Context: an optimization exercise on an open-source flow, tuned for small area, a short achievable clock period and few clock cycles per item. The choices shown serve that exercise and are no tape-out recipe.
The RTL was checked by simulation tests, not by an equivalence proof against the original design.
No activity file was given, so power comes from the tool's default toggle rates. The flow treats the clock pin as an ideal source, which a real chip does not have.

### design/flow/design.v
module cfl_parse (
    input  wire        clk,
    input  wire        rst,
    input  wire        in_valid,
    output wire        in_ready,
    input  wire [7:0]  in_data,
    input  wire        in_last,
    input  wire [7:0]  in_ch,
    output reg         res_valid,
    output wire [3:0]  res_code,
    output reg         pok,
    output wire [7:0]  pch,
    output wire [63:0] pf1_mant,
    output wire [63:0] pf2_mant,
    output wire [63:0] pf3_mant,
    output wire [63:0] pf4_mant,
    output wire [63:0] pf5_mant,
    output wire [7:0]  pf1_scale,
    output wire [7:0]  pf2_scale,
    output wire [7:0]  pf3_scale,
    output wire [7:0]  pf4_scale,
    output wire [7:0]  pf5_scale,
    output reg  [7:0]  pgas_off,
    output reg  [7:0]  pgas_len
);
    localparam W = 61;      
    localparam A = 60;      
    reg  [3:0]  clr;         
    reg         rdy;
    assign in_ready = rdy;
    reg         v0;          
    reg         l0;          
    reg  [4:0]  e0;          
    reg         sp0, dig0, dot0, plus0, minus0;
    reg         chm0;        
    reg         legal0;      
    reg  [2:0]  chc0;        
    reg  [7:0]  pos;
    reg         in_tok;
    reg  [2:0]  ntok;        
    reg         tok0_ok;
    reg         numbad;
    reg         gcnt;        
    reg  [A-1:0] acc;
    reg          neg;
    reg          pnt;
    reg  [4:0]   ndig;       
    reg  [4:0]   nscale;
    reg          bad;
    reg  [W-1:0] t1, t2, t3, t4;
    reg  [4:0]   s1, s2, s3, s4;
    reg          ci1, ci2, ci3, ci4;     
    reg          commit_q;   
    reg          lq;         
    reg          kq;         
    reg  [1:0]   cq;         
    reg  [5:2]   st;         
    reg  [4:0]   ph;         
    reg          q0v, q1v;   
    reg  [1:0]   q0c, q1c;   
    reg          q0k, q1k;   
    reg  [W-1:0] m0, m1, m2, m3, m4;     
    reg  [4:0]   c0, c1, c2, c3, c4;
    reg  [3:0]   pchq;       
    reg  [2:0]   rc;         
    assign pf1_mant = {{(64-W){m0[W-1]}}, m0};
    assign pf2_mant = {{(64-W){m1[W-1]}}, m1};
    assign pf3_mant = {{(64-W){m2[W-1]}}, m2};
    assign pf4_mant = {{(64-W){m3[W-1]}}, m3};
    assign pf5_mant = {{(64-W){m4[W-1]}}, m4};
    assign pf1_scale = {3'd0, c0};
    assign pf2_scale = {3'd0, c1};
    assign pf3_scale = {3'd0, c2};
    assign pf4_scale = {3'd0, c3};
    assign pf5_scale = {3'd0, c4};
    assign pch = {1'b0, pchq[3], 1'b0, pchq[2], pchq[2], 1'b0, pchq[1], pchq[0]};
    assign res_code = {1'b0, rc};
    wire        clearing = (clr != 4'd0);
    wire        tstart   = v0 && !sp0 && !in_tok;        
    wire        tmore    = v0 && !sp0 && in_tok;         
    wire        tclose   = v0 && sp0 && in_tok;          
    wire        st_num   = (ntok >= 3'd1) && (ntok <= 3'd5);     
    wire        cur_num  = (ntok >= 3'd2) && (ntok <= 3'd6);     
    wire        cur_14   = (ntok >= 3'd2) && (ntok <= 3'd5);     
    wire        num_fail = bad || (ndig == 5'd0) || (ndig > 5'd18);
    wire [A-1:0] xa      = {acc[A-4:0], e0[4:2]};
    wire [A-1:0] xb      = {acc[A-2:0], e0[1]};
    wire         cin     = e0[0];
    wire [A-1:0] gp [0:6];
    wire [A-1:0] pp [0:6];
    assign gp[0] = xa & xb;
    assign pp[0] = xa ^ xb;
    genvar l, i;
    generate
        for (l = 0; l < 6; l = l + 1) begin : lvl
            for (i = 0; i < A; i = i + 1) begin : bt
                if ((i >> l) & 1) begin : comb
                    localparam integer J = ((i >> l) << l) - 1;
                    assign gp[l+1][i]  = gp[l][i] | (pp[l][i] & gp[l][J]);
                    assign pp[l+1][i]  = pp[l][i] & pp[l][J];
                end else begin : pass
                    assign gp[l+1][i]  = gp[l][i];
                    assign pp[l+1][i]  = pp[l][i];
                end
            end
        end
    endgenerate
    wire [A-1:0] cy      = {gp[6][A-2:0] | (pp[6][A-2:0] & {(A-1){cin}}), cin};
    wire [A-1:0] acc10   = pp[0] ^ cy;
    wire [W-1:0] accout  = {neg, acc};
    wire [14:0]  inc3    = t4[14:0]  ^ ({15{ci4}} & {&t4[13:0],  &t4[12:0],  &t4[11:0],  &t4[10:0],  &t4[9:0],
                                                     &t4[8:0],  &t4[7:0],   &t4[6:0],   &t4[5:0],   &t4[4:0],
                                                     &t4[3:0],  &t4[2:0],   &t4[1:0],   t4[0],      1'b1});
    wire [14:0]  inc2    = t3[29:15] ^ ({15{ci3}} & {&t3[28:15], &t3[27:15], &t3[26:15], &t3[25:15], &t3[24:15],
                                                     &t3[23:15], &t3[22:15], &t3[21:15], &t3[20:15], &t3[19:15],
                                                     &t3[18:15], &t3[17:15], &t3[16:15], t3[15],     1'b1});
    wire [14:0]  inc1    = t2[44:30] ^ ({15{ci2}} & {&t2[43:30], &t2[42:30], &t2[41:30], &t2[40:30], &t2[39:30],
                                                     &t2[38:30], &t2[37:30], &t2[36:30], &t2[35:30], &t2[34:30],
                                                     &t2[33:30], &t2[32:30], &t2[31:30], t2[30],     1'b1});
    wire [15:0]  inc0    = t1[60:45] ^ ({16{ci1}} & {&t1[59:45], &t1[58:45], &t1[57:45], &t1[56:45], &t1[55:45],
                                                     &t1[54:45], &t1[53:45], &t1[52:45], &t1[51:45], &t1[50:45],
                                                     &t1[49:45], &t1[48:45], &t1[47:45], &t1[46:45], t1[45], 1'b1});
    wire [W-1:0] t1out   = {inc0, t1[44:0]};
    wire         feeding = commit_q || (st != 4'd0);
    wire         ins     = feeding || (clearing && clr <= 4'd5);
    wire         num_byte = (tstart && st_num) || (tmore && cur_num);
    wire         acc_clr = clearing || (tclose && cur_14) || lq;
    wire [3:0]   ein      = neg_next ? 4'd9 - in_data[3:0] : in_data[3:0];
    wire         neg_next = acc_clr ? 1'b0 : (tstart && st_num) ? minus0 : neg;
    wire         shift   = clearing || (tclose && cur_14) || commit_q ||
                           st[2] || st[3] || st[4];
    wire        last     = v0 && l0;
    wire        ntok7    = (ntok == 3'd7) || (tstart && ntok == 3'd6);
    wire        gstart   = tstart && (ntok == 3'd6);
    wire        gok      = gstart && legal0 && tok0_ok && !numbad;    
    wire [1:0]  code     = !legal0  ? 2'd3 :
                           !ntok7   ? 2'd1 :
                           !tok0_ok ? 2'd2 :
                           numbad   ? 2'd3 : 2'd0;
    wire        push     = lq;
    wire        pop      = q0v && (st[5] || (ph[4] && !feeding));
    wire        q0v_next = push || q1v || (q0v && !pop);
    wire        q1v_next = push ? (q0v && !(pop && !q1v)) || q1v : (q1v && !pop);
    wire        take_last = in_valid && rdy && in_last;
    always @(posedge clk) begin
        v0     <= in_valid && rdy && !rst;
        l0     <= in_last;
        e0     <= {ein[3] ? 3'b111 : ein[2:0], ein[3], ein[3] & ein[0]};
        sp0    <= (in_data == 8'h20);
        dig0   <= (in_data[7:4] == 4'h3) && (in_data[3:0] <= 4'd9);
        dot0   <= (in_data == 8'h2E);
        plus0  <= (in_data == 8'h2B);
        minus0 <= (in_data == 8'h2D);
        chm0   <= (in_data == in_ch);
        legal0 <= (in_ch == 8'h41) || (in_ch == 8'h42) ||
                  (in_ch == 8'h43) || (in_ch == 8'h5A);
        chc0   <= {in_ch[3], in_ch[1], in_ch[0]};
        if (acc_clr)
            acc <= {A{1'b0}};
        else if (tstart && st_num && minus0)
            acc <= {A{1'b1}};
        else if (num_byte && dig0)
            acc <= acc10;
        neg <= neg_next;
        if (clearing) begin
            nscale <= 5'd0;
        end else if (tstart && st_num) begin
            pnt    <= dot0;
            ndig   <= dig0 ? 5'd1 : 5'd0;
            nscale <= 5'd0;
            bad    <= !(dig0 || plus0 || minus0 || dot0);
        end else if (tmore && cur_num) begin
            if (dig0) begin
                if (ndig != 5'd19) begin
                    ndig <= ndig + 5'd1;
                    if (pnt)
                        nscale <= nscale + 5'd1;
                end
            end else if (dot0) begin
                if (pnt)
                    bad <= 1'b1;
                pnt <= 1'b1;
            end else begin
                bad <= 1'b1;
            end
        end
        if (shift) begin
            t1 <= {t2[60:45], inc1, t2[29:0]};
            t2 <= {t3[60:30], inc2, t3[14:0]};
            t3 <= {t4[60:15], inc3};
            t4 <= accout;
            ci1 <= ci2 & (&t2[44:30]);
            ci2 <= ci3 & (&t3[29:15]);
            ci3 <= ci4 & (&t4[14:0]);
            ci4 <= neg;
            s1 <= s2; s2 <= s3; s3 <= s4; s4 <= nscale;
        end
        m0 <= m1; m1 <= m2; m2 <= m3; m3 <= m4; m4 <= ins ? t1out : m0;
        c0 <= c1; c1 <= c2; c2 <= c3; c3 <= c4; c4 <= ins ? s1 : c0;
        if (rst) begin
            rdy       <= 1'b0;
            clr       <= 4'd10;
            pos       <= 8'd0;
            in_tok    <= 1'b0;
            ntok      <= 3'd0;
            tok0_ok   <= 1'b0;
            numbad    <= 1'b0;
            gcnt      <= 1'b0;
            pgas_off  <= 8'd0;
            pgas_len  <= 8'd0;
            commit_q  <= 1'b0;
            lq        <= 1'b0;
            st        <= 4'd0;
            ph        <= 5'd1;
            q0v       <= 1'b0;
            q1v       <= 1'b0;
            res_valid <= 1'b0;
            rc        <= 3'd0;
            pok       <= 1'b0;
            pchq      <= 4'd0;
        end else begin
            if (clearing)
                clr <= clr - 4'd1;
            rdy <= (clr <= 4'd1) && !(q1v_next || (q0v_next && (last || take_last)) || (last && take_last));
            if (gok) begin
                pgas_off <= pos;
                pgas_len <= 8'd1;
                pchq     <= {1'b1, chc0};
            end
            if (tmore && gcnt)
                pgas_len <= pgas_len + 8'd1;
            if (v0) begin
                if (last) begin
                    pos     <= 8'd0;
                    in_tok  <= 1'b0;
                    ntok    <= 3'd0;
                    numbad  <= 1'b0;
                    gcnt    <= 1'b0;
                end else begin
                    pos    <= pos + 8'd1;
                    in_tok <= !sp0;
                    if (tstart) begin
                        if (ntok != 3'd7)
                            ntok <= ntok + 3'd1;
                        if (ntok == 3'd0)
                            tok0_ok <= chm0;
                        gcnt <= gok;
                    end
                    if (tmore && ntok == 3'd1)
                        tok0_ok <= 1'b0;
                    if (tclose && cur_num && num_fail)
                        numbad <= 1'b1;
                end
            end
            commit_q <= gok;
            lq       <= last;
            cq       <= code;
            kq       <= !legal0;
            st <= {st[4:2], commit_q};
            ph <= st[5] ? 5'd1 : {ph[3:0], ph[4]};
            q0v <= q0v_next;
            q1v <= q1v_next;
            if (pop) begin
                q0c <= q1c; q0k <= q1k;
            end
            if (push && !(q0v && !(pop && !q1v))) begin
                q0c <= cq; q0k <= kq;
            end
            if (push && q0v && !(pop && !q1v)) begin
                q1c <= cq; q1k <= kq;
            end
            res_valid <= pop;
            if (pop) begin
                rc <= {q0c != 2'd0, q0c == 2'd3, q0c == 2'd2};
                if (q0c == 2'd0)
                    pok <= 1'b1;
                else if (!q0k)
                    pok <= 1'b0;
            end
        end
    end
endmodule
### design/flow/config.mk
export PLATFORM = sky130hd
export DESIGN_NAME = cfl_parse
export DESIGN_NICKNAME = cfl_parse
export VERILOG_FILES = /design/flow/design.v
export SDC_FILE = /design/flow/constraint.sdc
export NUM_CORES = 4
export LEC_CHECK = 0
export ABC_AREA = 1
export CAP_MARGIN = 20
export CORE_MARGIN = 2
export CORE_UTILIZATION = 40
export SETUP_SLACK_MARGIN = 3.3
export SLEW_MARGIN = 20
### design/flow/constraint.sdc
create_clock -name core_clock -period 6.0 [get_ports {clk}]
set_input_delay 1.2000 -clock core_clock [delete_from_list [all_inputs] [get_ports {clk}]]
set_output_delay 1.2000 -clock core_clock [all_outputs]
set_load 0.01 [all_outputs]
### design/flow/standard.sh
#!/bin/bash
# synth_recipe.tcl (not shown) runs the flow's synth.tcl, then flattens the netlist and writes it again
# the make line also repeats each setting of config.mk as NAME=value (left out here)
make -C /OpenROAD-flow-scripts/flow DESIGN_CONFIG=/design/flow/config.mk WORK_HOME=/design/flow/orfs CLKGATE_MAP_FILE= SYNTH_SCRIPT=/design/flow/synth_recipe.tcl "${@:-finish}"
### design/flow/flow/run.sh
#!/bin/bash
# The standard layout (standard.sh, ORFS synthesis to finish), with two
# changes to how cells are chosen:
#  - port buffers are buf_1 cells (ORFS otherwise picks clkdlybuf4s50_1);
#  - clock tree synthesis uses no dummy loads, and clusters of up to 32 sinks.
# Each step's full output is kept in this folder: make.log here, and ORFS's
# per-step logs under orfs/logs.
set -euo pipefail
export BUFFER_PORTS_ARGS="-buffer_cell sky130_fd_sc_hd__buf_1"
export CTS_ARGS="-sink_clustering_enable -repair_clock_nets -dont_use_dummy_load -sink_clustering_size 32 -sink_clustering_max_diameter 100"
bash ./standard.sh finish > make.log 2>&1
==> results of run 1 <==
placed cells by master, fill, tap and decap left out, types with 19 or more instances in the layout:
cell       instances
nand2_2           41
inv_1            233
dfxtp_1          469
conb_1            19
nor3_1            19
nor2_1           176
nand4_1           23
xnor2_1           23
buf_1            391
a21oi_1          125
nand3_1          103
nand2_1          446
edfxtp_1         283
ha_1              75
o21bai_1          19
xor2_1            46
o21ai_0          106
clkbuf_16         31
path summary, 6_finish.rpt:
check             cells past startpoint                to                start
setup / recovery                     12  e0[4]$_SDFF_PN1_  clr[0]$_SDFFE_PP0N_
setup reg to reg                     12  e0[4]$_SDFF_PN1_  clr[0]$_SDFFE_PP0N_
hold reg to reg                       0    m3[39]$_DFF_P_       m4[39]$_DFF_P_
hold / removal                        0    m3[39]$_DFF_P_       m4[39]$_DFF_P_
state kept, by name (all words and copies together) (netlist names), 8 cells and up:
signal / count
m0: 61
m1: 61
m2: 61
m3: 61
m4: 61
t1: 61
t2: 61
t3: 61
t4: 61
acc: 60
pgas_len: 8
pgas_off: 8
pos: 8
layout make-up:
cell class | instances | area share (%)
Clock buffer | 31 | 2.612
Tap cell | 864 | 3.639
Sequential cell | 754 | 60.36
Multi-Input combinational cell | 1341 | 24.60
Timing Repair Buffer | 410 | 5.691
Inverter | 244 | 3.092
metal layers:
metal	global-route usage (%)	wire length, um
met5	0	0
met4	3.835	1080
met3	1.645	1882
met2	25.79	25820
met1	17.34	21840
power by group:
group          total [uW]  internal [uW]  switching (uW)
Combinational         879            277             602
Clock                2360            925            1430
Sequential           6330           6000             328
Total                9560           7200            2360
worst max-delay path: stages (launching register included):
cell and delay [ns]:
dfxtp_1 0.35, inv_1 0.10, ha_2 0.21, inv_2 0.06
nor3_4 0.29, o21ai_2 0.20, nor2_4 0.12, buf_6 0.38
nand2_1 0.16, inv_1 0.16, nand2_1 0.08, o21ai_2 0.10
o211ai_1 0.12
kinds of logic after synthesis:
group | count (synthesis) | synth area share (%)
xor gates and xnor gates | 69 | 2.279
adders and majority gates | 78 | 3.709
other | 1 | 0.01414
and+or+nand+nor | 867 | 14.45
AOI/OAI and AO/OA | 304 | 6.497
buffers and inverters | 327 | 5.318
muxes | 3 | 0.1274
DFF | 754 | 67.61
through the flow:
step / std cells / utilization, % / setup WS, ns / power, uW / area (um^2)
global route: 3644 / 45.18 / 3.258 / 10030 / 29700
finish: 3644 / 45.18 / 3.536 / 9563 / 29700
global placement: 3602 / 43.74 / 3.123 / 7313 / 28760
CTS: 3636 / 45.02 / 3.331 / 9697 / 29600
detailed placement: 3602 / 43.74 / 3.050 / 7343 / 28760
floorplan: 2421 / - / 2.757 / 6852 / 26620
what timing repair did:
item | in CTS | in global routing
setup endpoints to repair | 183 | 135
resized for setup | 4 | 7
setup buffers | 1 | 8
gates cloned | 2 | 0
pin swaps | 1 | 1
==> flow_metrics.py, run 1 <==
metrics = {
    "outcome": {
        "outcome": "timing/DRC/antenna clean",
    },
    "synth": {
        "postSynthAreaPerCell_um2": 11.03,
        "synthArstFlopShare_pct": 0,
        "netlist_top_cells_area": "dfxtp_1, edfxtp_1, nand2_1, ha_1, inv_1",
        "synth_commonest_cells": "dfxtp_1, nand2_1, edfxtp_1",
        "synth_top_flop_cell": "dfxtp_1",
        "yosysWarnings": 1,
        "netlist.area_leader.share_pct": 35.56,
        "synthCells": 2403,
        "ys_types": 55,
        "ys_seq_elements": 754,
        "synth_top_cell_by_area": "dfxtp_1",
        "synth_area_um2": 26520,
        "seq_area_frac_synth_pct": 67.61,
        "yosysMostFrequentCell": "dfxtp_1",
        "synth_edf_count": 283,
    },
    "timing": {
        "holdWs_ns": 0.3372,
        "max_freq_ghz": 0.4058,
        "rsz0062_at_grt": "yes",
        "final-setup-viol-count": 0,
        "fin_worst_skew_ns": 0.07152,
        "maxSlewViolCount": 0,
        "slew_headroom_pct": 41.02,
        "fin_crit_sh_pct": 41.07,
        "fin_tns_setup_ns": 0,
        "tightestPinTransition_ns": 0.8826,
        "layout_min_cycle_time_ns": 2.464,
        "hold_viol": 0,
    },
    "critical_path": {
        "cp-end-kind": "register",
        "cp.required_ns": 6.52,
        "cp_data_arrival_time_ns": 2.98,
        "r2r_setup_slack_ns": 3.54,
        "crit_fanout": 61,
        "crit_type": "register to register",
        "crit_path_start_kind": "register",
    },
    "routing": {
        "wl_per_cell_um": 13.89,
        "vias": 16967,
        "drt_first_iter_violations": 890,
        "routed_wl_mm": 50.63,
        "vias_per_cell": 4.656,
        "drc": 0,
        "dr.pass1.iters": 7,
        "ant_nets": 0,
    },
    "cts": {
        "cts_root_buf": "clkbuf_16",
        "clk_pin_slew_worst_paths_ns": 0.12,
        "cts_tree": "built",
        "cts_made_buffers": 31,
        "cts_hold_buf": 0,
        "cts.sinks": 754,
        "clock_path_buffers": 3,
        "clk_latency_ns": 0.63,
        "cts_max_level": 1,
    },
    "layout": {
        "fillerInstances": 6141,
        "drive_gt1_share_pct": 6.043,
        "multi_input_area_um2": 7308,
        "nNetsFinal": 2880,
        "ff_latch_area_um2": 17930,
        "diodes": 0,
        "area_delta_synth_final_pct": 12.02,
    },
    "placed_design": {
        "port_buffers": 391,
        "dp_hpwl_mm": 35.48,
        "gp_congestion": 0.8120,
    },
    "floorplanning": {
        "core_um2": 65750,
        "pin_count": 411,
        "start_util_pct": 40.33,
        "die_x_um": 261.5,
        "dieArea_um2": 68370,
        "dieHeight_um": 261.5,
        "rows": 94,
    },
    "grt": {
        "grt_max_degree": 87,
        "antenna_found_initial": 0,
        "grt_pass1_vias": 16366,
        "grt_use_total_pct": 14.04,
        "grt_pass1_wl_mm": 80.25,
        "overflow": 0,
    },
    "run": {
        "drv_cap": 0,
    },
    "power": {
        "cellLeakagePower_uw": 0.01235,
        "power_density_nw_per_um2": 321.9,
        "vdd_drop_max_v": 0.0001952,
    },
    "hold_path": {
        "hp-class": "register to register",
    },
}
Testbench counts, summed over its fixed seeds: cycles 71,183, lines 1,600.
==> run 2, diff against run 1 <==
--- a/design/flow/config.mk
+++ b/design/flow/config.mk
@@ -9,5 +9,5 @@
 export CAP_MARGIN = 20
 export CORE_MARGIN = 2
 export CORE_UTILIZATION = 40
-export SETUP_SLACK_MARGIN = 3.3
+export SETUP_SLACK_MARGIN = 3.6
 export SLEW_MARGIN = 20
==> run 2 against run 1 <==
Net effect:
- non-clock buffer count rose by 8
- die area unchanged
- register-to-register slack better by 0.14 ns
- clock power about the same
- still clean
- core utilization rose by 1.0 points
- synthesized cell count did not move
- clock-buffer cell count unchanged
==> flow_metrics.py, run 2 <==
metrics = {
    "synth": {
        "synth_top_cell_by_area": "dfxtp_1",
        "synthArstFlopShare_pct": 0,
        "netlist.area_leader.share_pct": 35.56,
        "synth-simple-area-share_pct": 14.45,
        "synth_area_um2": 26520,
        "seq_area_frac_synth_pct": 67.61,
        "synth_top_family_by_area": "simple AND/OR/NAND/NOR gates",
        "synthXorXnorAreaFrac_pct": 2.279,
        "yosysMostFrequentCell": "dfxtp_1",
        "synthCells": 2403,
        "synth_compound_area_share_pct": 6.497,
        "ys_types": 55,
        "yosys-mux-area-fraction_pct": 0.1274,
        "netlist_top_cells_area": "dfxtp_1, edfxtp_1, nand2_1, ha_1, inv_1",
        "ys_seq_elements": 754,
        "postSynthAreaPerCell_um2": 11.03,
        "synth_fa_ha_area_share_pct": 3.709,
        "synth_top_flop_cell": "dfxtp_1",
        "synth_commonest_cells": "dfxtp_1, nand2_1, edfxtp_1",
        "yosysWarnings": 1,
        "synth_edf_count": 283,
    },
    "cts": {
        "cts_max_level": 1,
        "cts_made_buffers": 31,
        "cts_tree": "built",
        "cts_root_buf": "clkbuf_16",
        "cts.sinks": 754,
        "clk_pin_slew_worst_paths_ns": 0.11,
        "clk_latency_ns": 0.63,
        "clock_path_buffers": 3,
    },
    "critical_path": {
        "crit_end": "pf1_mant[12]",
        "startpoint": "m0[12]$_DFF_P_",
        "slowest_stage": "dfxtp_1",
        "cp_data_arrival_time_ns": 1.14,
        "r2r_setup_slack_ns": 3.68,
        "cp-end-kind": "output pin",
        "reg2reg_from": "acc[26]$_SDFFE_PP0P_",
        "crit_fanout": 2,
        "cp.required_ns": 4.80,
        "crit_type": "register to output pin",
        "crit_cells": 1,
        "cp_cell_sequence": "buf_2",
        "cp_slowest_stage_delay_ns": 0.39,
        "crit_family": "flip-flops",
        "worstRegToRegCells": 14,
        "r2r_end": "acc[35]$_SDFFE_PP0P_",
        "cp_num_buf_inv": 1,
        "crit_path_start_kind": "register",
    },
    "floorplanning": {
        "die_x_um": 261.5,
        "start_util_pct": 40.33,
        "dieArea_um2": 68370,
        "core_um2": 65750,
        "dieHeight_um": 261.5,
        "pin_count": 411,
        "rows": 94,
    },
    "grt": {
        "grt_use_total_pct": 14.16,
        "overflow": 0,
        "gr-usage-met1_pct": 17.50,
        "antenna_found_initial": 0,
        "grt_pass1_wl_mm": 80.81,
        "grt.busiest_layer": "met2",
        "grt.met2_usage_pct": 26.06,
        "grt_pass1_vias": 16398,
        "grt_max_degree": 87,
        "met3_usage_pct": 1.645,
    },
    "timing": {
        "tightestPinTransition_ns": 0.5475,
        "fin_crit_sh_pct": 38.96,
        "rsz0062_at_grt": "yes",
        "fin_ws_ns": 3.662,
        "fin_tns_setup_ns": 0,
        "max_freq_ghz": 0.4277,
        "final-setup-viol-count": 0,
        "maxSlewViolCount": 0,
        "fin_worst_skew_ns": 0.07175,
        "layout_min_cycle_time_ns": 2.338,
        "slew_headroom_pct": 63.12,
        "hold_viol": 0,
        "holdWs_ns": 0.3361,
    },
    "power": {
        "switching_share_pct": 24.61,
        "clock_power_share_pct": 24.5,
        "power.internal_uw": 7260,
        "combPwrFrac_pct": 9.8,
        "seq_power_share_pct": 65.8,
        "power.switching_uw": 2370,
        "cellLeakagePower_uw": 0.01307,
        "vdd_drop_max_v": 0.0001970,
        "power_density_nw_per_um2": 316.9,
    },
    "routing": {
        "routed_wl_mm": 52.16,
        "ant_nets": 0,
        "drc": 0,
        "vias": 17103,
        "wl_per_cell_um": 14.27,
        "dr.pass1.iters": 5,
        "vias_per_cell": 4.678,
        "drt_first_iter_violations": 948,
    },
    "hold_path": {
        "hp-class": "register to register",
    },
    "run": {
        "drv_cap": 0,
    },
    "placed_design": {
        "preCtsSetupSlack_ns": 3.050,
        "gp_congestion": 0.8120,
        "dp_hpwl_mm": 35.48,
        "port_buffers": 391,
    },
    "layout": {
        "final_cell_mix": "nand2_1, dfxtp_1, edfxtp_1",
        "diodes": 0,
        "area_delta_synth_final_pct": 14.62,
        "nNetsFinal": 2892,
        "fin_util_pct": 46.23,
        "drive_gt1_share_pct": 15.04,
        "final_common_cell": "nand2_1",
    },
    "outcome": {
        "outcome": "timing/DRC/antenna clean",
    },
}
-- run 2: changes by cell type in the layout (fill, tap and decap cells not counted), moves of 7 or more --
cell	change
dfxtp_2	+47
ha_1	-8
buf_2	+36
clkbuf_2	+124
nand2_1	-7
buf_1	-161
ha_4	+7
dfxtp_1	-52
-- run 2: cells by family (layout without fill, tap and decap cells) --
kind of cell,count (synthesis),in the layout
AND/OR/NAND/NOR,867,871
flip-flops,754,754
other,1,19
adder cells (fa/ha/maj),78,78
AO/OA/AOI/OAI,304,304
multiplexers,3,3
XOR/XNOR,69,69
buffers and inverters,327,694
-- run 2: cell type report --
| class | count | area [um^2] |
|---|---|---|
| tap | 864 | 1081 |
| timing repair buffer | 418 | 2031 |
| multi-input combinational | 1344 | 7566 |
| sequential | 754 | 18010 |
| timing repair inverter | 1 | 5.005 |
| inverter | 244 | 927.1 |
| fill | 6079 | 35350 |
| clock buffer | 31 | 775.7 |
-- run 2: power by group through the flow --
stage / registers [uW] / clock network (uW) / logic, uW
after floorplan: 6590 / 0 / 262
after global placement: 6430 / 0 / 884
after detailed placement: 6460 / 0 / 885
after CTS: 6340 / 2460 / 910
after global routing: 6410 / 2640 / 1050
final: 6330 / 2360 / 939
-- run 2: timing repair --
| item | in CTS | in global routing |
|---|---|---|
| setup endpoints to repair | 366 | 419 |
| resized for setup | 75 | 209 |
| hold buffers | 0 | 0 |
| setup buffers | 4 | 11 |
| pin swaps | 2 | 9 |
| cloned | 4 | 4 |
-- run 2: worst reg2reg max path: cells and delay by family, from the launching register on --
| family | cells | cell delay [ns] |
|---|---|---|
| flops | 1 | 0.38 |
| buf+inv | 2 | 0.10 |
| simple gates | 11 | 1.45 |
| fa+ha+maj | 1 | 0.36 |
-- run 2: worst min path at each step --
stage              startpoint        endpoint  slack (ns)  cells after the start
3_3_place_gp   m2[10]$_DFF_P_  m1[10]$_DFF_P_        0.33                      0
2_1_floorplan   c1[0]$_DFF_P_   c0[0]$_DFF_P_        0.38                      0
6_report       m4[39]$_DFF_P_  m3[39]$_DFF_P_        0.34                      0
3_5_place_dp   m1[51]$_DFF_P_  m0[51]$_DFF_P_        0.33                      0
4_1_cts         m2[9]$_DFF_P_   m1[9]$_DFF_P_        0.34                      0
5_1_grt        m4[39]$_DFF_P_  m3[39]$_DFF_P_        0.34                      0
-- run 2: metal layers --
layer,part of all wire (%),vias up
met3,4.1,67
met5,0,-
met2,51,365
li1,-,8626
met1,43,8045
met4,2.1,0
-- run 2: per-stage QoR --
step	std cells	total power, uW	instance area (um^2)
CTS	3641	9715	29800
detailed placement	3602	7343	28760
global route	3656	10100	30390
global placement	3602	7313	28760
floorplan	2421	6852	26620
finish	3656	9631	30390
==> run 3, diff against run 2 <==
--- a/design/flow/design.v
+++ b/design/flow/design.v
@@ -122,13 +122,16 @@
                                                      &t1[49:45], &t1[48:45], &t1[47:45], &t1[46:45], t1[45], 1'b1});
     wire [W-1:0] t1out   = {inc0, t1[44:0]};
     wire         feeding = commit_q || (st != 4'd0);
-    wire         ins     = feeding || (clearing && clr <= 4'd5);
+    reg          ins, shift;
     wire         num_byte = (tstart && st_num) || (tmore && cur_num);
     wire         acc_clr = clearing || (tclose && cur_14) || lq;
     wire [3:0]   ein      = neg_next ? 4'd9 - in_data[3:0] : in_data[3:0];
     wire         neg_next = acc_clr ? 1'b0 : (tstart && st_num) ? minus0 : neg;
-    wire         shift   = clearing || (tclose && cur_14) || commit_q ||
-                           st[2] || st[3] || st[4];
+    wire         in_tok_n = v0 ? (!last && !sp0) : in_tok;
+    wire [2:0]   ntok_n   = !v0 ? ntok : last ? 3'd0 :
+                            (tstart && ntok != 3'd7) ? ntok + 3'd1 : ntok;
+    wire         close14_n = in_valid && rdy && (in_data == 8'h20) && in_tok_n &&
+                             (ntok_n >= 3'd2) && (ntok_n <= 3'd5);
     wire        last     = v0 && l0;
     wire        ntok7    = (ntok == 3'd7) || (tstart && ntok == 3'd6);
     wire        gstart   = tstart && (ntok == 3'd6);
@@ -197,6 +200,8 @@
         end
         m0 <= m1; m1 <= m2; m2 <= m3; m3 <= m4; m4 <= ins ? t1out : m0;
         c0 <= c1; c1 <= c2; c2 <= c3; c3 <= c4; c4 <= ins ? s1 : c0;
+        ins   <= !rst && ((clr >= 4'd2 && clr <= 4'd6) || gok || commit_q || st[2] || st[3] || st[4]);
+        shift <= rst || clr >= 4'd2 || gok || commit_q || st[2] || st[3] || close14_n;
         if (rst) begin
             rdy       <= 1'b0;
             clr       <= 4'd10;
--- a/design/flow/config.mk
+++ b/design/flow/config.mk
@@ -9,5 +9,5 @@
 export CAP_MARGIN = 20
 export CORE_MARGIN = 2
 export CORE_UTILIZATION = 40
-export SETUP_SLACK_MARGIN = 3.6
+export SETUP_SLACK_MARGIN = 3.3
 export SLEW_MARGIN = 20
==> run 3 against run 2 <==
Net effect:
- critical path depth rose by 13
- clock skew decreased by 0.0040 ns
- first-iteration DRC count rose by 15%
- sequential share of layout area grew 1.2 points
- routed wire length grew 5.5%
- worst setup slack worse by 0.24 ns
- via count is 2.3% higher
- core utilization decreased by 1.2 points
==> flow_metrics.py, run 3 <==
metrics = {
    "outcome": {
        "outcome": "timing/DRC/antenna clean",
    },
    "layout": {
        "nNetsFinal": 2921,
        "final_cell_mix": "nand2_1, dfxtp_1, buf_1",
        "area_delta_synth_final_pct": 11.06,
        "drive_gt1_share_pct": 5.071,
        "fillerInstances": 6139,
        "final_common_cell": "nand2_1",
    },
    "timing": {
        "slew_headroom_pct": 34.70,
        "max_freq_ghz": 0.3879,
        "tightestPinTransition_ns": 0.9795,
        "final-setup-viol-count": 0,
        "maxSlewViolCount": 0,
        "fin_crit_sh_pct": 42.97,
        "layout_min_cycle_time_ns": 2.578,
        "fin_worst_skew_ns": 0.06779,
        "hold_viol": 0,
        "fin_tns_setup_ns": 0,
        "rsz0062_at_grt": "yes",
    },
    "routing": {
        "vias": 17503,
        "wl_per_cell_um": 14.94,
        "ant_nets": 0,
        "drt_first_iter_violations": 1090,
        "dr.pass1.iters": 6,
        "drc": 0,
        "vias_per_cell": 4.750,
        "routed_wl_mm": 55.04,
    },
    "floorplanning": {
        "rows": 94,
        "dieArea_um2": 69030,
        "die_x_um": 262.7,
        "core_um2": 65980,
        "pin_count": 411,
        "start_util_pct": 40.58,
        "dieHeight_um": 262.7,
    },
    "critical_path": {
        "crit_family": "simple AND/OR/NAND/NOR gates",
        "cp_cell_sequence": "inv_1 -> ha_1 -> inv_1 -> nand2_1 -> nand3_2 -> nand2_1 -> nand2_1 -> nor2_4 -> buf_12 -> inv_2 -> a21oi_1 -> o21ai_0 -> nand2_1 -> inv_1",
        "crit_type": "register to register",
        "worstRegToRegCells": 14,
        "crit_fanout": 51,
        "cp_data_arrival_time_ns": 3.05,
        "cp_num_buf_inv": 5,
        "cp.required_ns": 6.47,
        "crit_cells": 14,
        "slowest_stage": "dfxtp_1",
        "cp-end-kind": "register",
        "cp_slowest_stage_delay_ns": 0.37,
        "crit_path_start_kind": "register",
        "crit_top_cell": "nand2_1",
    },
    "placed_design": {
        "port_buffers": 391,
        "gp_congestion": 0.8900,
        "dp_hpwl_mm": 39.51,
    },
    "cts": {
        "cts_made_buffers": 28,
        "cts_max_level": 1,
        "cts.sinks": 756,
        "clk_latency_ns": 0.63,
        "clock_path_buffers": 3,
        "cts_hold_buf": 0,
        "cts_root_buf": "clkbuf_16",
        "cts_tree": "built",
        "clk_pin_slew_worst_paths_ns": 0.12,
    },
    "synth": {
        "ys_seq_elements": 756,
        "yosysWarnings": 1,
        "netlist.area_leader.share_pct": 35.36,
        "seq_area_frac_synth_pct": 67.10,
        "synth_top_cell_by_area": "dfxtp_1",
        "synth_top_flop_cell": "dfxtp_1",
        "synth_area_um2": 26780,
        "synth_edf_count": 283,
        "ys_types": 62,
        "yosysMostFrequentCell": "nand2_1",
        "synthArstFlopShare_pct": 0,
        "synth_commonest_cells": "nand2_1, dfxtp_1, edfxtp_1",
        "netlist_top_cells_area": "dfxtp_1, edfxtp_1, nand2_1, ha_1, inv_1",
        "synthCells": 2458,
        "postSynthAreaPerCell_um2": 10.89,
    },
    "grt": {
        "grt_use_total_pct": 15.26,
        "met3_usage_pct": 2.671,
        "grt_pass1_vias": 16748,
        "overflow": 0,
        "grt.met2_usage_pct": 26.50,
        "grt.busiest_layer": "met2",
        "antenna_found_initial": 2,
        "gr-usage-met1_pct": 19.78,
        "grt_max_degree": 173,
        "grt_pass1_wl_mm": 87.69,
    },
    "run": {
        "drv_cap": 0,
    },
    "hold_path": {
        "whs_path_depth": 0,
        "hp-class": "register to register",
    },
    "power": {
        "vdd_drop_max_v": 0.0002270,
        "cellLeakagePower_uw": 0.01255,
        "power_density_nw_per_um2": 292.0,
        "power_uw": 8685,
    },
}
-- run 3: cell types whose count changed after synthesis, moves of 8 or more --
| cell | delta |
|---|---|
| nand2_1 | +44 |
| inv_1 | +22 |
| nand3_1 | +20 |
| o21ai_0 | -20 |
| a21oi_1 | -9 |
| a31oi_1 | +8 |
| clkbuf_1 | -8 |
| nand2_2 | -8 |
| nand4_1 | +8 |
| nor2_4 | -8 |
| o21bai_1 | -8 |
| xnor2_1 | -8 |
-- run 3: worst paths after layout --
check | from | slack [ns] | to
max reg2reg | ntok[1]$_SDFFE_PP0P_ | 3.42 | acc[23]$_SDFFE_PP0P_
max | ntok[1]$_SDFFE_PP0P_ | 3.42 | acc[23]$_SDFFE_PP0P_
min | m2[8]$_DFF_P_ | 0.33 | m1[8]$_DFF_P_
min reg2reg | m2[8]$_DFF_P_ | 0.33 | m1[8]$_DFF_P_
-- run 3: per-stage QoR --
step,utilization (%),instance area (um^2),cells,worst slack [ns],hold WS (ns)
2_1_floorplan,-,26850,2476,3.491,0.3817
3_3_place_gp,43.88,28960,3654,3.265,0.3311
3_5_place_dp,43.88,28960,3654,3.081,0.3330
4_1_cts,44.96,29660,3682,3.331,0.3213
5_1_grt,45.08,29740,3685,3.213,0.3360
6_report,45.08,29740,3685,3.422,0.3258
-- run 3: logic make-up (layout without fill, tap and decap cells) --
group,after synthesis,count (layout),share of synthesized area (%)
simple gates,924,926,15.18
fa+ha+maj,79,79,3.719
flops,756,756,67.10
xor+xnor,57,57,1.864
buf+inv,348,690,5.649
mux,3,3,0.1261
other cells,1,20,0.01400
compound gates,290,290,6.350
-- run 3: what timing repair did --
item | in CTS | in global routing
cloned | 0 | 2
resized for setup | 2 | 15
pin swaps | 0 | 2
setup endpoints to repair | 60 | 62
buffers inserted | 0 | 0
-- run 3: cell type report --
type                            instances  area [um^2]  share of cell area [%]
Antenna cell                            1        2.502                0.008414
Clock buffer                           28        700.7                   2.356
Inverter                              264        994.7                   3.345
Multi-Input combinational cell       1374         7437                   25.01
Sequential cell                       756        17970                   60.44
Tap cell                              864         1081                   3.635
Timing Repair Buffer                  398         1550                   5.212
-- run 3: metal layers --
metal / part of all wire [%] / vias up / wire length [um]
met5: 0 / - / 0
met4: 1.9 / 0 / 1072
met3: 5.0 / 67 / 2751
met2: 48 / 434 / 26540
met1: 45 / 8218 / 24670
li1: - / 8784 / -
-- run 3: power breakdown --
part | leakage (uW) | internal (uW) | switching, uW
Sequential | 0.00722 | 5700 | 206
Clock | 0.000345 | 841 | 1410
Combinational | 0.00498 | 156 | 374
Testbench counts of run 3, summed over its fixed seeds: cycles 71,183, lines 1,600.
==> run 4, diff against run 3 <==
--- a/design/flow/design.v
+++ b/design/flow/design.v
@@ -123,6 +123,7 @@
     wire [W-1:0] t1out   = {inc0, t1[44:0]};
     wire         feeding = commit_q || (st != 4'd0);
     reg          ins, shift;
+    reg          acc_clr_q, acc_set_q, acc_add_q;
     wire         num_byte = (tstart && st_num) || (tmore && cur_num);
     wire         acc_clr = clearing || (tclose && cur_14) || lq;
     wire [3:0]   ein      = neg_next ? 4'd9 - in_data[3:0] : in_data[3:0];
@@ -158,11 +159,11 @@
         legal0 <= (in_ch == 8'h41) || (in_ch == 8'h42) ||
                   (in_ch == 8'h43) || (in_ch == 8'h5A);
         chc0   <= {in_ch[3], in_ch[1], in_ch[0]};
-        if (acc_clr)
+        if (acc_clr_q)
             acc <= {A{1'b0}};
-        else if (tstart && st_num && minus0)
+        else if (acc_set_q)
             acc <= {A{1'b1}};
-        else if (num_byte && dig0)
+        else if (acc_add_q)
             acc <= acc10;
         neg <= neg_next;
         if (clearing) begin
@@ -202,6 +203,11 @@
         c0 <= c1; c1 <= c2; c2 <= c3; c3 <= c4; c4 <= ins ? s1 : c0;
         ins   <= !rst && ((clr >= 4'd2 && clr <= 4'd6) || gok || commit_q || st[2] || st[3] || st[4]);
         shift <= rst || clr >= 4'd2 || gok || commit_q || st[2] || st[3] || close14_n;
+        acc_clr_q <= rst || clr >= 4'd2 || close14_n || last;
+        acc_set_q <= in_valid && rdy && (in_data == 8'h2D) && !in_tok_n &&
+                     (ntok_n >= 3'd1) && (ntok_n <= 3'd5);
+        acc_add_q <= in_valid && rdy && (in_data[7:4] == 4'h3) && (in_data[3:0] <= 4'd9) &&
+                     (in_tok_n ? (ntok_n >= 3'd2 && ntok_n <= 3'd6) : (ntok_n >= 3'd1 && ntok_n <= 3'd5));
         if (rst) begin
             rdy       <= 1'b0;
             clr       <= 4'd10;
--- a/design/flow/config.mk
+++ b/design/flow/config.mk
@@ -9,5 +9,5 @@
 export CAP_MARGIN = 20
 export CORE_MARGIN = 2
 export CORE_UTILIZATION = 40
-export SETUP_SLACK_MARGIN = 3.3
+export SETUP_SLACK_MARGIN = 3.4
 export SLEW_MARGIN = 20
==> run 4 against run 3 <==
Net effect:
- still clean
- cell count hardly changed
- die area is 1.0% lower
- sequential share of layout area is 0.40 points higher
- critical path depth is 13 lower
- non-clock buffer count is 5 higher
- sequential cell count is 3 higher
- routed wire length is 4.1% lower
- highest routed layer unchanged
==> flow_metrics.py, run 4 <==
metrics = {
    "synth": {
        "synth_edf_count": 283,
        "netlist.area_leader.share_pct": 35.96,
        "synth_area_um2": 26500,
        "ys_seq_elements": 759,
        "netlist_top_cells_area": "dfxtp_1, edfxtp_1, nand2_1, ha_1, inv_1",
        "seq_area_frac_synth_pct": 68.04,
        "ys_types": 55,
        "synthArstFlopShare_pct": 0,
        "postSynthAreaPerCell_um2": 10.81,
        "synth_top_flop_cell": "dfxtp_1",
        "synthCells": 2451,
        "synth_top_cell_by_area": "dfxtp_1",
        "yosysWarnings": 1,
        "yosysMostFrequentCell": "nand2_1",
        "synth_commonest_cells": "nand2_1, dfxtp_1, edfxtp_1",
    },
    "layout": {
        "area_delta_synth_final_pct": 11.89,
        "diodes": 0,
        "drive_gt1_share_pct": 3.895,
        "fillerInstances": 6074,
        "final_cell_mix": "nand2_1, dfxtp_1, buf_1",
        "final_common_cell": "nand2_1",
        "nNetsFinal": 2929,
    },
    "routing": {
        "wl_per_cell_um": 14.31,
        "vias": 17110,
        "routed_wl_mm": 52.77,
        "dr.pass1.iters": 5,
        "drt_first_iter_violations": 943,
        "ant_nets": 0,
        "drc": 0,
        "vias_per_cell": 4.639,
    },
    "timing": {
        "rsz0062_at_grt": "no",
        "max_freq_ghz": 0.4111,
        "fin_tns_setup_ns": 0,
        "tightestPinTransition_ns": 1.269,
        "maxSlewViolCount": 0,
        "holdWs_ns": 0.3333,
        "fin_worst_skew_ns": 0.08622,
        "fin_crit_sh_pct": 40.54,
        "hold_viol": 0,
        "final-setup-viol-count": 0,
        "layout_min_cycle_time_ns": 2.433,
        "slew_headroom_pct": 15.42,
    },
    "hold_path": {
        "min-delay-start": "m3[46]$_DFF_P_",
        "hp-class": "register to register",
    },
    "critical_path": {
        "reg2reg_from": "acc[24]$_SDFFE_PP0P_",
        "cp_cell_sequence": "buf_1",
        "cp_num_buf_inv": 1,
        "cp-end-kind": "output pin",
        "slowest_stage": "dfxtp_1",
        "cp.required_ns": 4.80,
        "crit_fanout": 2,
        "cp_data_arrival_time_ns": 1.23,
        "crit_path_start_kind": "register",
        "crit_type": "register to output pin",
        "crit_family": "flip-flops",
        "startpoint": "m0[27]$_DFF_P_",
        "cp_slowest_stage_delay_ns": 0.36,
    },
    "power": {
        "vdd_drop_max_v": 0.0001948,
        "cellLeakagePower_uw": 0.01240,
        "power_uw": 8840,
        "power_density_nw_per_um2": 298.2,
    },
    "grt": {
        "antenna_found_initial": 0,
        "grt_pass1_wl_mm": 81.73,
        "grt_max_degree": 193,
        "grt_use_total_pct": 14.48,
        "overflow": 0,
        "grt_pass1_vias": 16337,
    },
    "cts": {
        "cts_made_buffers": 31,
        "cts.sinks": 759,
        "cts_hold_buf": 0,
        "clk_latency_ns": 0.64,
        "cts_max_level": 1,
        "cts_tree": "built",
        "cts_root_buf": "clkbuf_16",
        "clk_pin_slew_worst_paths_ns": 0.11,
        "clock_path_buffers": 3,
    },
    "floorplanning": {
        "start_util_pct": 40.37,
        "dieHeight_um": 261.4,
        "core_um2": 65630,
        "pin_count": 411,
        "rows": 94,
        "dieArea_um2": 68320,
        "die_x_um": 261.4,
    },
    "run": {
        "drv_cap": 0,
    },
    "placed_design": {
        "gp_congestion": 0.8172,
        "dp_hpwl_mm": 37.82,
        "port_buffers": 391,
    },
    "outcome": {
        "outcome": "timing/DRC/antenna clean",
    },
}
[run 4: cell count changes in the layout (fill, tap and decap cells not counted), moves of 14 or more]
cell     delta
a21oi_1    +27
o21ai_0    -15
nand2_2    -14
nor2_1     +64
nand4_1    -16
[run 4: cell families after synthesis]
logic type	Yosys count	share of synthesized area, %
other	1	0.01415
AO/OA/AOI/OAI	260	5.402
AND/OR/NAND/NOR	964	15.49
buffers and inverters	328	5.260
flip-flops	759	68.04
adder cells (fa/ha/maj)	83	3.948
XOR/XNOR	56	1.851
[run 4: report_power, final]
| group | switching [uW] | internal [uW] |
|---|---|---|
| logic | 384 | 163 |
| clock network | 1430 | 924 |
| registers | 199 | 5740 |
| total | 2010 | 6830 |
[run 4: metal layers]
metal | GRT usage [%] | wire length (um) | vias to the layer above
met2 | 25.34 | 25260 | 382
met1 | 18.65 | 23700 | 7947
met3 | 2.003 | 2473 | 91
met4 | 4.246 | 1337 | 0
met5 | 0 | 0 | -
li1 | - | - | 8690
[run 4: cell type report]
cell class	instances	area, um^2	area share [%]
inverters	248	930.9	3.140
flip-flops and latches	759	18040	60.84
clock buffers	31	775.7	2.617
multi-input cells	1383	7201	24.29
well taps	864	1081	3.646
repair buffers	403	1623	5.474
[run 4: worst paths after layout]
check                                            end  slack (ns)  cells past startpoint
worst min register to register        m2[46]$_DFF_P_        0.33                      0
worst max-delay path                    pf1_mant[27]        3.57                      1
worst max register to register  acc[33]$_SDFFE_PP0P_        3.65                     15
worst min-delay path                  m2[46]$_DFF_P_        0.33                      0
[run 4: stage by stage]
| stage | setup slack (ns) | instance area (um^2) | cells | utilization, % |
|---|---|---|---|---|
| 3_5_place_dp | 3.328 | 28790 | 3654 | 43.87 |
| 6_report | 3.567 | 29650 | 3688 | 45.17 |
| 4_1_cts | 3.456 | 29570 | 3685 | 45.05 |
| 2_1_floorplan | 3.491 | 26570 | 2469 | - |
| 3_3_place_gp | 3.364 | 28740 | 3652 | 43.79 |
| 5_1_grt | 3.417 | 29650 | 3688 | 45.17 |
[run 4: what timing repair did]
action	CTS	global route
resized for setup	0	11
setup buffers	0	2
setup endpoints to repair	0	25
Testbench counts of run 4, summed over its fixed seeds: cycles 71,183, lines 1,600.
==> run 5, diff against run 4 <==
--- a/design/flow/config.mk
+++ b/design/flow/config.mk
@@ -9,5 +9,5 @@
 export CAP_MARGIN = 20
 export CORE_MARGIN = 2
 export CORE_UTILIZATION = 40
-export SETUP_SLACK_MARGIN = 3.4
+export SETUP_SLACK_MARGIN = 3.9
 export SLEW_MARGIN = 20
==> run 5 against run 4 <==
Net effect:
- synthesized cell count did not move
- clock-buffer cell count did not move
- combinational power rose by 94%
- still clean
- register-to-register slack improved by 0.11 ns
- critical path type unchanged
- area after synthesis did not move
- die area did not move
==> flow_metrics.py, run 5 <==
metrics = {
    "outcome": {
        "outcome": "timing/DRC/antenna clean",
    },
    "synth": {
        "seq_area_frac_synth_pct": 68.04,
        "synth_area_um2": 26500,
        "postSynthAreaPerCell_um2": 10.81,
        "synthCells": 2451,
        "synth_edf_count": 283,
        "netlist.area_leader.share_pct": 35.96,
        "ys_types": 55,
        "yosysWarnings": 1,
        "synth_top_flop_cell": "dfxtp_1",
        "synth_commonest_cells": "nand2_1, dfxtp_1, edfxtp_1",
        "ys_seq_elements": 759,
        "synth_top_cell_by_area": "dfxtp_1",
        "netlist_top_cells_area": "dfxtp_1, edfxtp_1, nand2_1, ha_1, inv_1",
        "yosysMostFrequentCell": "nand2_1",
        "synthArstFlopShare_pct": 0,
    },
    "critical_path": {
        "cp-end-kind": "output pin",
        "cp.required_ns": 4.80,
        "slowest_stage": "dfxtp_4",
        "crit_path_start_kind": "register",
        "crit_type": "register to output pin",
        "crit_fanout": 5,
        "cp_cell_sequence": "buf_6",
        "cp_data_arrival_time_ns": 1.17,
        "cp_num_buf_inv": 1,
        "cp_slowest_stage_delay_ns": 0.42,
        "crit_family": "flip-flops",
    },
    "cts": {
        "cts_max_level": 1,
        "cts_made_buffers": 31,
        "cts.sinks": 759,
        "clk_latency_ns": 0.64,
        "cts_root_buf": "clkbuf_16",
        "clk_pin_slew_worst_paths_ns": 0.12,
        "cts_hold_buf": 0,
        "clock_path_buffers": 3,
        "cts_tree": "built",
    },
    "routing": {
        "drc": 0,
        "dr.pass1.iters": 5,
        "vias": 18491,
        "wl_per_cell_um": 16.34,
        "drt_first_iter_violations": 1174,
        "routed_wl_mm": 63.45,
        "vias_per_cell": 4.762,
        "ant_nets": 0,
    },
    "layout": {
        "final_cell_mix": "nand2_1, dfxtp_2, buf_6",
        "final_common_cell": "nand2_1",
        "nNetsFinal": 3124,
        "drive_gt1_share_pct": 42.83,
        "diodes": 0,
        "area_delta_synth_final_pct": 35.49,
    },
    "power": {
        "power.switching_uw": 2205,
        "power_density_nw_per_um2": 265.4,
        "switching_share_pct": 23.14,
        "seq_power_share_pct": 63.6,
        "combPwrFrac_pct": 11.2,
        "power.internal_uw": 7322,
        "cellLeakagePower_uw": 0.01593,
        "vdd_drop_max_v": 0.0002175,
        "clock_power_share_pct": 25.3,
    },
    "timing": {
        "final-setup-viol-count": 0,
        "layout_min_cycle_time_ns": 2.371,
        "fin_ws_ns": 3.629,
        "fin_worst_skew_ns": 0.06534,
        "hold_viol": 0,
        "maxSlewViolCount": 0,
        "fin_crit_sh_pct": 39.52,
        "max_freq_ghz": 0.4218,
        "fin_tns_setup_ns": 0,
        "rsz0062_at_grt": "yes",
        "tightestPinTransition_ns": 0.8114,
        "slew_headroom_pct": 45.90,
    },
    "placed_design": {
        "gp_congestion": 0.8299,
        "port_buffers": 391,
        "preCtsSetupSlack_ns": 3.248,
        "dp_hpwl_mm": 38.00,
    },
    "run": {
        "drv_cap": 0,
    },
    "grt": {
        "grt_pass1_wl_mm": 93.15,
        "grt_use_total_pct": 16.81,
        "overflow": 0,
        "grt_max_degree": 138,
        "grt_pass1_vias": 17916,
        "antenna_found_initial": 0,
    },
    "floorplanning": {
        "rows": 94,
        "dieHeight_um": 261.4,
        "die_x_um": 261.4,
        "pin_count": 411,
        "start_util_pct": 40.37,
        "dieArea_um2": 68320,
        "core_um2": 65630,
    },
    "hold_path": {
        "hp-class": "register to register",
    },
}
==> run 5: changes by cell type in the layout (fill, tap and decap cells not counted), sizes merged <==
cell / previous run / this run
clkinvlp: 0 / 4
buf: 403 / 592
clkinv: 2 / 1
clkbuf: 31 / 32
inv: 246 / 244
nand2: 524 / 528
==> run 5: power groups by stage <==
stage	clock network (uW)	registers [uW]	logic, uW
3_3_place_gp	0	6060	544
6_report	2410	6060	1060
3_5_place_dp	0	6080	546
4_1_cts	2490	6040	981
2_1_floorplan	0	6130	242
5_1_grt	2660	6100	1130
==> run 5: final timing paths <==
check | slack [ns] | start | end | depth (start not counted)
max | 3.63 | m1[60]$_DFF_P_ | pf2_mant[60] | 1
min | 0.32 | m3[59]$_DFF_P_ | m2[59]$_DFF_P_ | 0
max reg2reg | 3.76 | acc[31]$_SDFFE_PP0P_ | acc[59]$_SDFFE_PP0P_ | 15
min reg2reg | 0.32 | m3[59]$_DFF_P_ | m2[59]$_DFF_P_ | 0
==> run 5: cell type report <==
cell class | instances | area [um^2]
multi-input combinational | 1387 | 8582
timing repair inverter | 1 | 5.005
fill | 5291 | 29730
inverter | 248 | 943.4
sequential | 759 | 18650
tap | 864 | 1081
clock buffer | 31 | 775.7
timing repair buffer | 593 | 5859
==> run 5: metal layers <==
layer / share of wire (%) / vias up / wire length (um) / global-route usage [%]
li1: - / 9096 / - / -
met3: 5.0 / 114 / 3190 / 2.429
met1: 40 / 8817 / 25640 / 20.25
met4: 3.1 / 0 / 1960 / 5.745
met5: 0 / - / 0 / 0
met2: 51 / 464 / 32670 / 30.61
==> run 5: cells by family (layout without fill, tap and decap cells) <==
| group | Yosys count | after routing | synth area share, % |
|---|---|---|---|
| flops | 759 | 759 | 68.04 |
| buf+inv | 328 | 873 | 5.260 |
| other cells | 1 | 19 | 0.01415 |
| xor+xnor | 56 | 56 | 1.851 |
| fa+ha+maj | 83 | 83 | 3.948 |
| simple gates | 964 | 969 | 15.49 |
| compound gates | 260 | 260 | 5.402 |
==> run 5: timing repair <==
action / CTS / global route
setup endpoints to repair: 597 / 476
cloned: 5 / 1
setup buffers: 114 / 79
pin swaps: 14 / 85
gates resized for setup: 1232 / 277
==> run 5: worst register-to-register path, delay by kind of cell, from the launching register on <==
kind / cells / cell delay, ns
fa+ha+maj: 1 / 0.30
buf+inv: 3 / 0.28
flops: 1 / 0.39
simple gates: 11 / 1.17
==> run 5: through the flow <==
step,cells,hold slack [ns],power (uW),util [%],instance area [um^2]
floorplan,2469,0.3817,6369,-,26580
global placement,3653,0.3304,6607,43.81,28750
detailed placement,3653,0.3339,6627,43.81,28750
CTS,3803,0.3221,9513,52.20,34260
global route,3883,0.3254,9894,54.70,35900
finish,3883,0.3234,9527,54.70,35900
==> run 6, diff against run 5 <==
--- a/design/flow/config.mk
+++ b/design/flow/config.mk
@@ -9,5 +9,5 @@
 export CAP_MARGIN = 20
 export CORE_MARGIN = 2
 export CORE_UTILIZATION = 40
-export SETUP_SLACK_MARGIN = 3.9
+export SETUP_SLACK_MARGIN = 3.6
 export SLEW_MARGIN = 20
==> run 6 against run 5 <==
Net effect:
- area after synthesis is the same
- power fell by 6.4%
- global-route usage fell by 2.3 points
- non-clock buffer count fell by 183
- synthesized cell count stayed put
- clock-buffer cell count unchanged
- still clean
- core utilization shrank 8.3 points
- sequential cell count unchanged
- largest cell class unchanged
- clock skew grew 0.022 ns
- largest power group unchanged
- worst setup slack improved by 0.015 ns
- critical path type unchanged
- worst hold slack better by 0.011 ns
==> flow_metrics.py, run 6 <==
metrics = {
    "outcome": {
        "outcome": "timing/DRC/antenna clean",
    },
    "synth": {
        "netlist_top_cells_area": "dfxtp_1, edfxtp_1, nand2_1, ha_1, inv_1",
        "synth_top_flop_cell": "dfxtp_1",
        "synth_edf_count": 283,
        "seq_area_frac_synth_pct": 68.04,
        "synthArstFlopShare_pct": 0,
        "ys_seq_elements": 759,
        "yosysWarnings": 1,
        "synthCells": 2451,
        "synth_area_um2": 26500,
        "postSynthAreaPerCell_um2": 10.81,
        "ys_types": 55,
        "synth_commonest_cells": "nand2_1, dfxtp_1, edfxtp_1",
        "yosysMostFrequentCell": "nand2_1",
        "synth_top_cell_by_area": "dfxtp_1",
        "netlist.area_leader.share_pct": 35.96,
    },
    "routing": {
        "vias_per_cell": 4.662,
        "drt_first_iter_violations": 916,
        "drc": 0,
        "wl_per_cell_um": 14.57,
        "dr.pass1.iters": 5,
        "routed_wl_mm": 53.84,
        "ant_nets": 0,
        "vias": 17227,
    },
    "cts": {
        "clock_path_buffers": 3,
        "cts_tree": "built",
        "cts.sinks": 759,
        "clk_pin_slew_worst_paths_ns": 0.11,
        "cts_max_level": 1,
        "cts_root_buf": "clkbuf_16",
        "clk_latency_ns": 0.64,
        "cts_made_buffers": 31,
        "cts_hold_buf": 0,
    },
    "grt": {
        "grt_use_total_pct": 14.51,
        "grt_max_degree": 193,
        "met3_usage_pct": 2.003,
        "grt.met2_usage_pct": 25.40,
        "grt_pass1_wl_mm": 81.90,
        "gr-usage-met1_pct": 18.66,
        "grt.busiest_layer": "met2",
        "grt_pass1_vias": 16380,
        "overflow": 0,
        "antenna_found_initial": 0,
    },
    "power": {
        "seq_power_share_pct": 66.8,
        "cellLeakagePower_uw": 0.01332,
        "vdd_drop_max_v": 0.0001945,
        "power_density_nw_per_um2": 292.5,
        "switching_share_pct": 22.69,
        "clock_power_share_pct": 26.5,
        "power.switching_uw": 2022,
        "power.internal_uw": 6891,
        "combPwrFrac_pct": 6.7,
    },
    "layout": {
        "fillerInstances": 5976,
        "fin_util_pct": 46.43,
        "multi_input_area_um2": 7521,
        "area_delta_synth_final_pct": 14.99,
        "drive_gt1_share_pct": 17.03,
        "final_common_cell": "nand2_1",
        "ff_latch_area_um2": 18170,
        "final_cell_mix": "nand2_1, dfxtp_1, edfxtp_1",
        "diodes": 0,
        "nNetsFinal": 2936,
    },
    "timing": {
        "tightestPinTransition_ns": 1.247,
        "max_freq_ghz": 0.4245,
        "slew_headroom_pct": 16.88,
        "rsz0062_at_grt": "yes",
        "hold_viol": 0,
        "maxSlewViolCount": 0,
        "final-setup-viol-count": 0,
        "fin_crit_sh_pct": 39.26,
        "layout_min_cycle_time_ns": 2.356,
        "fin_tns_setup_ns": 0,
        "fin_worst_skew_ns": 0.08761,
    },
    "critical_path": {
        "crit_path_start_kind": "register",
        "slowest_stage": "dfxtp_1",
        "cp_cell_sequence": "buf_2",
        "cp.required_ns": 4.80,
        "cp_num_buf_inv": 1,
        "crit_type": "register to output pin",
        "cp_slowest_stage_delay_ns": 0.40,
        "cp-end-kind": "output pin",
        "crit_fanout": 4,
        "crit_family": "flip-flops",
        "cp_data_arrival_time_ns": 1.16,
    },
    "hold_path": {
        "hp-class": "register to register",
    },
    "run": {
        "drv_cap": 0,
    },
    "floorplanning": {
        "core_um2": 65630,
        "pin_count": 411,
        "die_x_um": 261.4,
        "dieHeight_um": 261.4,
        "start_util_pct": 40.37,
        "rows": 94,
        "dieArea_um2": 68320,
    },
    "placed_design": {
        "gp_congestion": 0.8172,
        "dp_hpwl_mm": 37.82,
        "port_buffers": 391,
    },
}
## run 6: cell counts after synthesis
No cell type changed its count.
## run 6: cell type report
| cell class | instances | share of cell area (%) |
|---|---|---|
| Sequential cell | 759 | 59.63 |
| Multi-Input combinational cell | 1383 | 24.68 |
| Timing Repair Buffer | 410 | 6.525 |
| Tap cell | 864 | 3.548 |
| Inverter | 248 | 3.068 |
| Clock buffer | 31 | 2.546 |
## run 6: worst register-to-register path: cells and delay by family, from the launching register on
kind,cells,cell delay [ns]
simple gates,8,0.75
compound gates,3,0.62
flops,1,0.37
fa+ha+maj,1,0.37
buf+inv,1,0.04
## run 6: cells by family after synthesis
kind of cell | after synthesis | synth area share, %
AND/OR/NAND/NOR | 964 | 15.49
flip-flops | 759 | 68.04
buffers and inverters | 328 | 5.260
AO/OA/AOI/OAI | 260 | 5.402
adder cells (fa/ha/maj) | 83 | 3.948
XOR/XNOR | 56 | 1.851
other | 1 | 0.01415
## run 6: power groups by stage
stage	logic [uW]	registers, uW	clock network [uW]
final	600	5950	2360
after global routing	664	6000	2640
after CTS	574	5950	2470
after detailed placement	556	6060	0
after global placement	557	6050	0
after floorplan	241	6130	0
## run 6: routing by layer
layer,vias up,share of wire (%)
met4,0,2.5
met2,386,49
met1,8044,44
li1,8706,-
met3,91,4.7
met5,-,0
## run 6: worst paths after layout
kind	from	end	slack, ns	depth (start not counted)
setup / recovery	pgas_len[1]$_SDFFE_PP0P_	pgas_len[1]	3.64	1
setup reg to reg	acc[10]$_SDFFE_PP0P_	acc[48]$_SDFFE_PP0P_	3.68	13
hold / removal	m3[46]$_DFF_P_	m2[46]$_DFF_P_	0.33	0
hold reg to reg	m3[46]$_DFF_P_	m2[46]$_DFF_P_	0.33	0
## run 6: per-stage QoR
stage	hold WS, ns	cells	total power, uW	area (um^2)	setup slack, ns
after CTS	0.3367	3686	8997	29750	3.600
final	0.3341	3695	8913	30470	3.644
after floorplan	0.3817	2469	6368	26570	3.491
after global placement	0.3306	3652	6603	28740	3.364
after detailed placement	0.3329	3654	6618	28790	3.328
after global routing	0.3353	3695	9309	30470	3.473
## run 6: timing repair
action,4_1_cts,5_1_grt
endpoints found under the setup margin,134,243
endpoints found under the hold margin,0,0
resized for setup,124,271
pin swaps,0,5
cloned,0,1
buffers inserted,1,8

==> separate check: timing with driven ports <==
Ports are ideal in the flow. The routed layouts listed here were re-timed in OpenROAD. Step 1 sets driving cells, clkbuf_16 on the clock port and buf_2 on the other inputs (assumed; they add their load-dependent delay and slew). Step 2 times the ports against the registers' clock, not the clock port: input delays grow and output delays shrink by t, the midpoint of the rising clock arrivals with the driver on. a / b / c = no drivers / after step 1 / after step 2; a / b = the first two.
run | shift t [ns] | setup WS [ns] | worst setup path after step 2 | latest minus earliest clock arrival (ns)
run 1 | 0.655 | 3.536 / 3.503 / 3.138 | input to register | 0.071 / 0.072
run 2 | 0.655 | 3.662 / 3.602 / 3.358 | input to register | 0.073 / 0.072
run 3 | 0.654 | 3.422 / 3.417 / 3.369 | input to register | 0.073 / 0.074
run 4 | 0.654 | 3.567 / 3.506 / 3.385 | input to register | 0.087 / 0.087
run 5 | 0.670 | 3.629 / 3.565 / 3.478 | input to register | 0.065 / 0.065
run 6 | 0.655 | 3.644 / 3.584 / 3.378 | input to register | 0.088 / 0.088
After both steps setup and hold are still met in every run listed. For run 1, which loses most, drivers alone change the setup slack by -0.033 ns; drivers and shift together by -0.398 ns.
